Context: an optimization exercise on an open-source flow, tuned for small area, a short achievable clock period and few clock cycles per item. The choices shown serve that exercise and are no tape-out recipe.
In this exercise RTL edits were held to simulation tests only and were not proved equivalent to the original.

### design/flow/run.sh
#!/bin/bash
# synth_recipe.tcl (not shown) runs the flow's synth.tcl, then flattens the netlist and writes it again
# the make line also repeats each setting of config.mk as NAME=value (left out here)
make -C /OpenROAD-flow-scripts/flow DESIGN_CONFIG=/design/flow/config.mk WORK_HOME=/design/flow/orfs CLKGATE_MAP_FILE= SYNTH_SCRIPT=/design/flow/synth_recipe.tcl finish
### design/flow/config.mk
export PLATFORM = sky130hd
export DESIGN_NAME = tcs_rctc
export DESIGN_NICKNAME = tcs_rctc
export VERILOG_FILES = /design/flow/design.v
export SDC_FILE = /design/flow/constraint.sdc
export NUM_CORES = 4
export LEC_CHECK = 0
export CAP_MARGIN = 20
export CORE_MARGIN = 2
export CORE_UTILIZATION = 40
export SLEW_MARGIN = 20
### design/flow/constraint.sdc
create_clock -name core_clock -period 90.0 [get_ports {clk}]
set_input_delay 18.0000 -clock core_clock [delete_from_list [all_inputs] [get_ports {clk}]]
set_output_delay 18.0000 -clock core_clock [all_outputs]
set_load 0.01 [all_outputs]
### design/flow/design.v
module rctc_eval (
    input  wire [4:0]  op,
    input  wire [63:0] a,
    input  wire        len_lt4,    
    input  wire        len_lt8,    
    output reg  [72:0] res,        
    output reg         err,
    output reg  [2:0]  err_code
);
    localparam E_RANGE = 3'd1, E_LENGTH = 3'd2, E_MISSING = 3'd3, E_ILLEGAL = 3'd4;
    wire [19:0] ms    = a[19:0];
    wire        wlong = (op == 5'd4) && (ms > 20'd61440);
    wire [15:0] y     = wlong ? {2'b00, ms[19:6]} : ms[19:4];
    wire [32:0] y15p  = ({17'd0, y} + 33'd1) * 33'h1111;
    wire [16:0] z     = y15p[32:16];                    
    wire [20:0] z3p   = {11'd0, z[9:0]} * 21'd683;      
    wire [7:0]  cnt   = wlong ? z3p[18:11] : z[7:0];    
    wire        at_bad = (ms < 20'd240) || (ms >= 20'd61680);
    wire        wt_bad = wlong ? (ms >= 20'd740160) : (ms < 20'd240);
    wire [8:0]  dec_cycles = 9'd256 - {1'b0, a[7:0]};
    wire [8:0]  m15_in = (op == 5'd3) ? dec_cycles : a[8:0];
    wire [12:0] m15    = {m15_in, 4'd0} - {4'd0, m15_in};      
    wire [14:0] m45    = {1'b0, m15, 1'b0} + {2'b0, m15};       
    wire [20:0] fmt_ms = a[9] ? {m45, 6'd0} : {4'd0, m15, 4'd0};
    reg        pers_ok;
    reg  [3:0] pers_code;
    always @* begin
        pers_ok   = 1'b1;
        pers_code = 4'd0;
        if (a[1:0] == 2'd2) begin
            pers_ok = 1'b0;
        end else if (a[1:0] == 2'd0) begin
            case (a[17:2])
                16'd0:  pers_code = 4'd0;
                16'd1:  pers_code = 4'd1;
                16'd2:  pers_code = 4'd2;
                16'd3:  pers_code = 4'd3;
                16'd5:  pers_code = 4'd4;
                16'd10: pers_code = 4'd5;
                16'd15: pers_code = 4'd6;
                16'd20: pers_code = 4'd7;
                16'd25: pers_code = 4'd8;
                16'd30: pers_code = 4'd9;
                16'd35: pers_code = 4'd10;
                16'd40: pers_code = 4'd11;
                16'd45: pers_code = 4'd12;
                16'd50: pers_code = 4'd13;
                16'd55: pers_code = 4'd14;
                16'd60: pers_code = 4'd15;
                default: pers_ok = 1'b0;
            endcase
        end
    end
    reg [5:0] pers_value;
    always @* begin
        case (a[3:0])
            4'd0:  pers_value = 6'd0;
            4'd1:  pers_value = 6'd1;
            4'd2:  pers_value = 6'd2;
            4'd3:  pers_value = 6'd3;
            4'd4:  pers_value = 6'd5;
            4'd5:  pers_value = 6'd10;
            4'd6:  pers_value = 6'd15;
            4'd7:  pers_value = 6'd20;
            4'd8:  pers_value = 6'd25;
            4'd9:  pers_value = 6'd30;
            4'd10: pers_value = 6'd35;
            4'd11: pers_value = 6'd40;
            4'd12: pers_value = 6'd45;
            4'd13: pers_value = 6'd50;
            4'd14: pers_value = 6'd55;
            default: pers_value = 6'd60;
        endcase
    end
    reg        gain_ok;
    reg  [1:0] gain_code;
    always @* begin
        gain_ok   = 1'b1;
        gain_code = 2'd0;
        case (a[15:0])
            16'd1:  gain_code = 2'd0;
            16'd4:  gain_code = 2'd1;
            16'd16: gain_code = 2'd2;
            16'd60: gain_code = 2'd3;
            default: gain_ok = 1'b0;
        endcase
    end
    reg [5:0] gain_value;
    always @* begin
        case (a[1:0])
            2'd0: gain_value = 6'd1;
            2'd1: gain_value = 6'd4;
            2'd2: gain_value = 6'd16;
            default: gain_value = 6'd60;
        endcase
    end
    wire [15:0] t_low    = a[15:0];
    wire [15:0] t_high   = a[31:16];
    wire [15:0] t_sample = a[47:32];
    wire        t_up     = t_sample > t_high;
    wire        t_down   = t_sample < t_low;
    wire [16:0] t_range  = {1'b0, t_high} - {1'b0, t_low};             
    wire [16:0] t_rr     = t_range + {16'd0, t_range[16]};
    wire [17:0] t_half   = {t_rr[16], t_rr[16], t_rr[16:1]};           
    wire        t_jump   = (op == 5'd19);
    wire        t_sub_l  = t_jump | ~t_up;      
    wire        t_sub_h  = ~t_jump & ~t_up;     
    wire [17:0] t_bl     = {2'b00, t_jump ? t_sample : t_low};
    wire [17:0] t_bh     = {2'b00, t_jump ? t_sample : t_high};
    wire [17:0] t_nl     = t_sub_l ? t_bl - t_half : t_bl + t_half;
    wire [17:0] t_nh     = t_sub_h ? t_bh - t_half : t_bh + t_half;
    wire [17:0] t_nl_c   = t_nl[17] ? 18'd0 : t_nl;
    wire [17:0] t_nh_c   = (!t_nh[17] && t_nh[16]) ? 18'd65535 : t_nh;
    always @* begin
        res      = 73'd0;
        err      = 1'b0;
        err_code = 3'd0;
        case (op)
            5'd0: res[7:0] = {3'b000, a[3], a[2], 1'b0, a[1], a[0]};
            5'd1: res[3:0] = {a[4], a[3], a[1], a[0]};
            5'd2: begin
                if (at_bad) begin
                    err = 1'b1; err_code = E_RANGE; res[3:0] = 4'd1;
                end else begin
                    res[7:0] = 8'd0 - cnt;
                end
            end
            5'd3: begin
                res[8:0]   = dec_cycles;
                res[27:9]  = {dec_cycles, 10'd0};
                res[43:28] = {m15[11:0], 4'd0};
            end
            5'd4: begin
                if (wt_bad) begin
                    err = 1'b1; err_code = E_RANGE; res[3:0] = 4'd2;
                end else begin
                    res[7:0] = 8'd0 - cnt;
                    res[8]   = wlong;
                end
            end
            5'd5: begin
                res[7:0]  = a[7:0];
                res[16:8] = dec_cycles;
            end
            5'd6:  res[20:0] = fmt_ms;
            5'd7:  res[7:0] = {6'd0, a[0], 1'b0};
            5'd8:  res[0] = a[1];
            5'd9: begin
                if (a[17:16] != 2'b00) begin
                    err = 1'b1; err_code = E_RANGE; res[3:0] = 4'd3;
                end else if (a[35:34] != 2'b00) begin
                    err = 1'b1; err_code = E_RANGE; res[3:0] = 4'd4;
                end else begin
                    res[31:0] = {a[33:18], a[15:0]};
                end
            end
            5'd10: begin
                if (len_lt4) begin
                    err = 1'b1; err_code = E_LENGTH; res[3:0] = 4'd5;
                end else begin
                    res[31:0] = a[31:0];
                end
            end
            5'd11: begin
                if (!pers_ok) begin
                    err = 1'b1; err_code = E_RANGE; res[3:0] = 4'd6;
                end else begin
                    res[3:0] = pers_code;
                end
            end
            5'd12: begin
                res[5:0] = pers_value;
                res[8]   = (a[3:0] == 4'd0);
            end
            5'd13: begin
                if (!gain_ok) begin
                    err = 1'b1; err_code = E_RANGE; res[3:0] = 4'd7;
                end else begin
                    res[1:0] = gain_code;
                end
            end
            5'd14: res[5:0] = gain_value;
            5'd15: res[1:0] = {a[4], a[0]};
            5'd16: begin
                if (len_lt8) begin
                    err = 1'b1; err_code = E_LENGTH; res[3:0] = 4'd8;
                end else begin
                    res[63:0] = a;
                end
            end
            5'd17: res[72] = 1'b1;
            5'd18: begin
                if (!a[16]) begin
                    err = 1'b1; err_code = E_MISSING; res[3:0] = 4'd9;
                end else if (a[15:5] != 11'd0) begin
                    err = 1'b1; err_code = E_RANGE; res[3:0] = 4'd9;
                end else if (a[18:17] == 2'b10) begin
                    err = 1'b1; err_code = E_RANGE; res[3:0] = 4'd10;
                end else begin
                    res[7:0] = {a[19], a[18:17], a[4:0]};
                end
            end
            5'd19, 5'd20: begin
                if (!t_up && !t_down) begin
                    res[17:0]  = {2'b00, t_low};
                    res[35:18] = {2'b00, t_high};
                end else begin
                    res[17:0]  = t_nl_c;
                    res[35:18] = t_nh_c;
                end
                res[37:36] = t_up ? 2'b01 : (t_down ? 2'b11 : 2'b00);
                res[53:38] = t_sample;
            end
            default: begin
                err = 1'b1; err_code = E_ILLEGAL; res[3:0] = 4'd11;
            end
        endcase
    end
endmodule
module rctc_divk #(parameter K = 4) (
    input  wire [15:0] c,
    input  wire [15:0] r_in,
    input  wire [23:0] xq_in,
    output reg  [15:0] r_out,
    output reg  [23:0] xq_out
);
    integer i;
    reg [17:0] t;
    reg        b;
    always @* begin
        r_out  = r_in;
        xq_out = xq_in;
        for (i = 0; i < K; i = i + 1) begin
            b = xq_out[23];
            t = {1'b0, r_out, b} - {2'b00, c};
            xq_out = {xq_out[22:0], ~t[17]};
            r_out  = t[17] ? {r_out[14:0], b} : t[15:0];
        end
    end
endmodule
module tcs_rctc (
    input  wire        clk,
    input  wire        rst,
    input  wire        in_valid,
    output wire        in_ready,
    input  wire [4:0]  op,
    input  wire [63:0] a,
    input  wire [3:0]  len,
    output reg         out_valid,
    input  wire        out_ready,
    output wire [79:0] res,
    output reg         err,
    output reg  [2:0]  err_code
);
    localparam K = 4;
    reg        v1;
    reg [4:0]  op1;
    reg [63:0] a1;
    reg        lt4_1, lt8_1;
    reg        vs;
    reg [4:0]  ops;
    reg [63:0] as;
    reg        lt4_s, lt8_s;
    reg        dv;           
    reg [2:0]  rem;          
    reg        rdy;
    reg [72:0] r2;
    assign in_ready = rdy;
    assign res = {7'd0, r2};
    wire lt4_in = (len < 4'd4);
    wire lt8_in = (len < 4'd8);
    wire [72:0] e_res;
    wire        e_err;
    wire [2:0]  e_code;
    rctc_eval u_eval (
        .op(op1), .a(a1), .len_lt4(lt4_1), .len_lt8(lt8_1),
        .res(e_res), .err(e_err), .err_code(e_code)
    );
    wire [15:0] c = a1[15:0];
    wire        is_div = (op1 == 5'd17) && (c != 16'd0);
    wire [23:0] x0 = {a1[31:16], 8'd0} - {8'd0, a1[31:16]};    
    wire [23:0] x1 = {a1[47:32], 8'd0} - {8'd0, a1[47:32]};
    wire [23:0] x2 = {a1[63:48], 8'd0} - {8'd0, a1[63:48]};
    wire sel8  = (x0[23:8] < c) && (x1[23:8] < c) && (x2[23:8] < c);
    wire sel16 = ({8'd0, x0[23:16]} < c) && ({8'd0, x1[23:16]} < c) && ({8'd0, x2[23:16]} < c);
    function [39:0] init;    
        input [23:0] x;
        input        s8, s16;
        begin
            if (s8)       init = {x[23:8], x[7:0], 16'd0};
            else if (s16) init = {8'd0, x[23:16], x[15:0], 8'd0};
            else          init = {16'd0, x};
        end
    endfunction
    wire [39:0] i0 = init(x0, sel8, sel16);
    wire [39:0] i1 = init(x1, sel8, sel16);
    wire [39:0] i2 = init(x2, sel8, sel16);
    wire [15:0] dr0 = dv ? a1[31:16] : i0[39:24];
    wire [15:0] dr1 = dv ? a1[47:32] : i1[39:24];
    wire [15:0] dr2 = dv ? a1[63:48] : i2[39:24];
    wire [23:0] dq0 = dv ? r2[23:0]  : i0[23:0];
    wire [23:0] dq1 = dv ? r2[47:24] : i1[23:0];
    wire [23:0] dq2 = dv ? r2[71:48] : i2[23:0];
    wire [15:0] nr0, nr1, nr2;
    wire [23:0] nq0, nq1, nq2;
    rctc_divk #(.K(K)) u_d0 (.c(c), .r_in(dr0), .xq_in(dq0), .r_out(nr0), .xq_out(nq0));
    rctc_divk #(.K(K)) u_d1 (.c(c), .r_in(dr1), .xq_in(dq1), .r_out(nr1), .xq_out(nq1));
    rctc_divk #(.K(K)) u_d2 (.c(c), .r_in(dr2), .xq_in(dq2), .r_out(nr2), .xq_out(nq2));
    wire s2_free = !out_valid || out_ready;
    wire done1   = v1 && (!is_div || (dv && rem == 3'd1));
    wire adv     = done1 && s2_free;                
    wire dstep   = v1 && is_div && s2_free;         
    wire s1_free = !v1 || adv;
    wire acc     = in_valid && rdy && !rst;
    wire vs_next = vs ? !s1_free : (acc && !s1_free);
    always @(posedge clk) begin
        if (rst) begin
            v1  <= 1'b0;
            vs  <= 1'b0;
            rdy <= 1'b1;
            out_valid <= 1'b0;
        end else begin
            v1  <= !s1_free || vs || acc;
            vs  <= vs_next;
            rdy <= !vs_next;
            if (adv) out_valid <= 1'b1;
            else if (out_ready) out_valid <= 1'b0;
        end
    end
    always @(posedge clk) begin
        if (!vs) begin
            ops <= op; as <= a; lt4_s <= lt4_in; lt8_s <= lt8_in;
        end
    end
    always @(posedge clk) begin
        if (s1_free) begin
            if (vs) begin
                op1 <= ops; a1 <= as; lt4_1 <= lt4_s; lt8_1 <= lt8_s;
            end else begin
                op1 <= op; a1 <= a; lt4_1 <= lt4_in; lt8_1 <= lt8_in;
            end
            dv <= 1'b0;
        end else if (dstep) begin
            a1[31:16] <= nr0;
            a1[47:32] <= nr1;
            a1[63:48] <= nr2;
            dv <= 1'b1;
            if (!dv) rem <= sel8 ? 3'd1 : (sel16 ? 3'd3 : 3'd5);
            else     rem <= rem - 3'd1;
        end
    end
    always @(posedge clk) begin
        if (s2_free) begin
            if (is_div) begin
                r2       <= {1'b0, nq2, nq1, nq0};
                err      <= 1'b0;
                err_code <= 3'd0;
            end else begin
                r2       <= e_res;
                err      <= e_err;
                err_code <= e_code;
            end
        end
    end
endmodule
==> results.json <==
{
  "route.detailed.vias_per_inst": 6.29,
  "hold_path_end": "lt4_s$_DFF_P_",
  "synth.ff_latch_count": 238,
  "synth.cell_area_mm2": 0.0376,
  "via_count_of_the_first_global_routing_pass": 34900,
  "antenna_left": 0,
  "clock_tree_from_tritoncts": "yes",
  "fin_worst_hold_slack_ps": 456,
  "synth.avg_cell_area_um2": 8.13,
  "pre_cts_ws_ps": 68480,
  "asyncSetResetFlopFracSynth": 0,
  "r2r_end": "a1[46]$_DFFE_PP_",
  "crit_fanout": 52,
  "hold_violations": 0,
  "cell_with_the_most_instances_after_synthesis": "sky130_fd_sc_hd__ha_1",
  "worst_ep_arrival_time_ps": 21330,
  "critical_path_required_ps": 90440,
  "peak_per_stage_delay_on_the_critical_path_ps": 620,
  "fmax_mhz": 47.9,
  "route.vias.total": 37700,
  "fin_ws_ps": 69110,
  "regToRegSetupSlack_ps": 70060,
  "clock_sink_count": 238,
  "report.final.slew_viol_count": 0,
  "post_cts_resize_count": 0,
  "synthTopCellsByArea": "sky130_fd_sc_hd__ha_1 17%, sky130_fd_sc_hd__edfxtp_1 17%, sky130_fd_sc_hd__xnor2_1 5.7%",
  "maximum_buffer_depth_of_the_clock_tree": 3,
  "worst_slew_pin_slew_ps": 1170,
  "drt_drc_violations_left": 0,
  "post_synth_num_cell_types": 102,
  "outcome": "complete, no violations",
  "drt-wirelength-per-cell_um": 25.2,
  "input_output_buffers": 153,
  "ys.warnings.count": 3,
  "fin_util": 0.449,
  "grt_first_pass_wirelength_mm": 223,
  "synth_flop_cell": "sky130_fd_sc_hd__edfxtp_1",
  "die_width_um": 311,
  "cts-root-buf": "sky130_fd_sc_hd__clkbuf_16",
  "drt_pass1_iterations": 9,
  "maxCapViolations": 0,
  "die-area_mm2": 0.0964,
  "final_layout_size_suffix_gt1_frac": 0.0743,
  "final.setup.tns_ps": 0,
  "reg2regPathDepth": 65,
  "rows": 112,
  "clock_skew_ps": 36.7,
  "num_io_pins": 163,
  "synth-seq-area-share": 0.184,
  "critPathLaunchType": "primary input",
  "post-route-period-util": 0.232,
  "synthTopCellsByCount": "520 x sky130_fd_sc_hd__ha_1, 379 x sky130_fd_sc_hd__nor2_1, 355 x sky130_fd_sc_hd__nand2_1, 329 x sky130_fd_sc_hd__a21oi_1, 288 x sky130_fd_sc_hd__o21ai_0",
  "grt_antenna_before_repair": 11,
  "layoutNonFillerInstCount": 5995,
  "gpl.final_weighted_congestion": 0.997,
  "synth-edff-count": 215,
  "cts_setup_buffers": 0,
  "max_slew_headroom": 0.208,
  "cts-buffers-inserted": 34,
  "cts_htree_levels": 2,
  "post_cts_hold_buffer_count": 0,
  "gr-total-overflow": 0,
  "final_cell_area_mm2": 0.0418,
  "fin_nets": 5361,
  "die-height_um": 311,
  "grt.total_usage": 0.301,
  "place.detailed.instances": 5933,
  "cp_max_stage_cell": "sky130_fd_sc_hd__a21boi_1",
  "core-area_mm2": 0.0932,
  "netlist.top_cell.by_area": "sky130_fd_sc_hd__ha_1",
  "grt_max_degree": 69,
  "critPathMostFrequentCell": "sky130_fd_sc_hd__nand2_1",
  "cp_num_buf_inv": 3,
  "critPathTopFamily": "compound AO/OA/AOI/OAI gates",
  "critical_path.endpoint_type": "flop",
  "rsz0062_at_grt": "no",
  "number_of_cells_traversed_by_the_worst_hold_path": 2,
  "synth.top_cell.area_share": 0.173,
  "setup-violations-final": 0,
  "hold_path.class": "reg2reg",
  "first_iter_violations": 4791,
  "worstPathCellList": "clkdlybuf4s50_1 -> nor2b_1 -> o21a_4 -> inv_2 -> buf_4 -> nand2b_1 -> a21boi_1 -> nand2_1 -> nand2_1 -> o32a_1 -> nor2_1 -> a311oi_1 -> a21oi_1",
  "worst-setup-path-type": "in2reg",
  "cts.clk_slew.worst_paths_ps": 50,
  "worst_hold_path_startpoint": "lt4_s$_DFF_P_",
  "detail_route.wirelength_mm": 151,
  "start_util": 0.403,
  "r2r_start": "a1[40]$_DFFE_PP_",
  "post-route-min-period_ps": 20890,
  "detailed_place_hpwl_mm": 115,
  "post_synthesis_to_final_layout_area_growth_pct": 11.3,
  "placed_area_mm2": 0.0407,
  "cell_count_after_synthesis": 4622,
  "clock_latency_ps": 600
}
## worst min-delay path: stages, from the launching register on
cell and delay [ps]:
sky130_fd_sc_hd__dfxtp_1 300, sky130_fd_sc_hd__nand2_1 50, sky130_fd_sc_hd__o31ai_1 70
## logic make-up (layout without fill, tap and decap cells)
| group | Yosys count | count (layout) | share of synthesized area |
|---|---|---|---|
| simple gates | 1424 | 1424 | 0.185 |
| flops | 238 | 238 | 0.184 |
| compound gates | 1371 | 1371 | 0.242 |
| other cells | 1 | 8 | 0.0000998 |
| mux | 224 | 224 | 0.0637 |
| fa+ha+maj | 569 | 569 | 0.199 |
| xor+xnor | 329 | 329 | 0.0767 |
| buf+inv | 466 | 578 | 0.0487 |
## state kept, by name, indices dropped and copies added, names as in the netlist, named ones only
| register | count |
|---|---|
| rem | 3 |
| v1 | 1 |
| rdy | 1 |
| op1 | 5 |
| lt4_s | 1 |
| err | 1 |
| lt8_s | 1 |
| as | 64 |
| r2 | 73 |
| lt8_1 | 1 |
| a1 | 64 |
| ops | 5 |
| vs | 1 |
| out_valid | 1 |
| u_eval.pers_value | 6 |
| err_code | 3 |
| lt4_1 | 1 |
| dv | 1 |
## per-layer routing
metal  vias up  part of all wire  track usage
li1      17500                 -            -
met4        10             0.052        0.141
met1     17800              0.43        0.414
met5         -           0.00040            0
met2      1946              0.41        0.446
met3       435              0.10       0.0671
## worst max-delay path by stage
stage               from  slack (ps)  cells past startpoint                to
6_report       out_ready       69110                     13              flop
3_5_place_dp   out_ready       68480                     13              flop
4_1_cts        out_ready       69080                     13              flop
5_1_grt        out_ready       68770                     13              flop
3_3_place_gp   out_ready       68500                     13              flop
2_1_floorplan  out_ready       69680                      8  a1[46]$_DFFE_PP_
## layout make-up
type                    count  area [um2]
diodes                      1        2.50
clock buffers              41         877
clock inverters            20         229
fillers                  9275       51400
inverters                 258         970
multi-input cells        3924       28900
flip-flops and latches    238        6920
well taps                1254        1570
repair buffers            259        2330
## cells in the final DEF, fill, tap and decap left out, drive strengths merged, types with 60 or more instances in the layout
master / n
a211oi: 110
a21oi: 329
mux2i: 114
xor2: 86
o21a: 67
nand3: 115
o21ai: 294
a21o: 60
ha: 520
xnor2: 243
inv: 253
clkdlybuf4s50: 153
nand2: 356
nor2b: 95
buf: 106
nor3: 143
nor2: 379
edfxtp: 215
mux2: 110
Testbench counts, summed over its fixed seeds: cycles 31,894, items 24,000.

## port drivers added, routing unchanged
Ports are ideal in the flow. The routed layout listed here was re-timed in OpenROAD.
Step 1 (the two cells are an assumption about what drives the block):
set clk [get_ports {clk}]
set_driving_cell -lib_cell sky130_fd_sc_hd__clkbuf_16 $clk
set_driving_cell -lib_cell sky130_fd_sc_hd__buf_2 [delete_from_list [all_inputs] $clk]
Step 2 moves the port delays by t, midway between the first and last clock arrival at a register: inputs arrive t later, outputs are due t later. That takes back most of the time a late clock gives input paths.
a / b / c = ideal / step 1 / step 2; a / b = the first two.
shift t [ns]: 0.647
setup WS [ns]: 69.111 / 69.161 / 68.514
hold WS [ns]: 0.456 / 0.456 / 0.456
After both steps this run still meets setup and hold. The setup slack of this run moves by +0.050 ns with the drivers and by -0.597 ns with both steps.
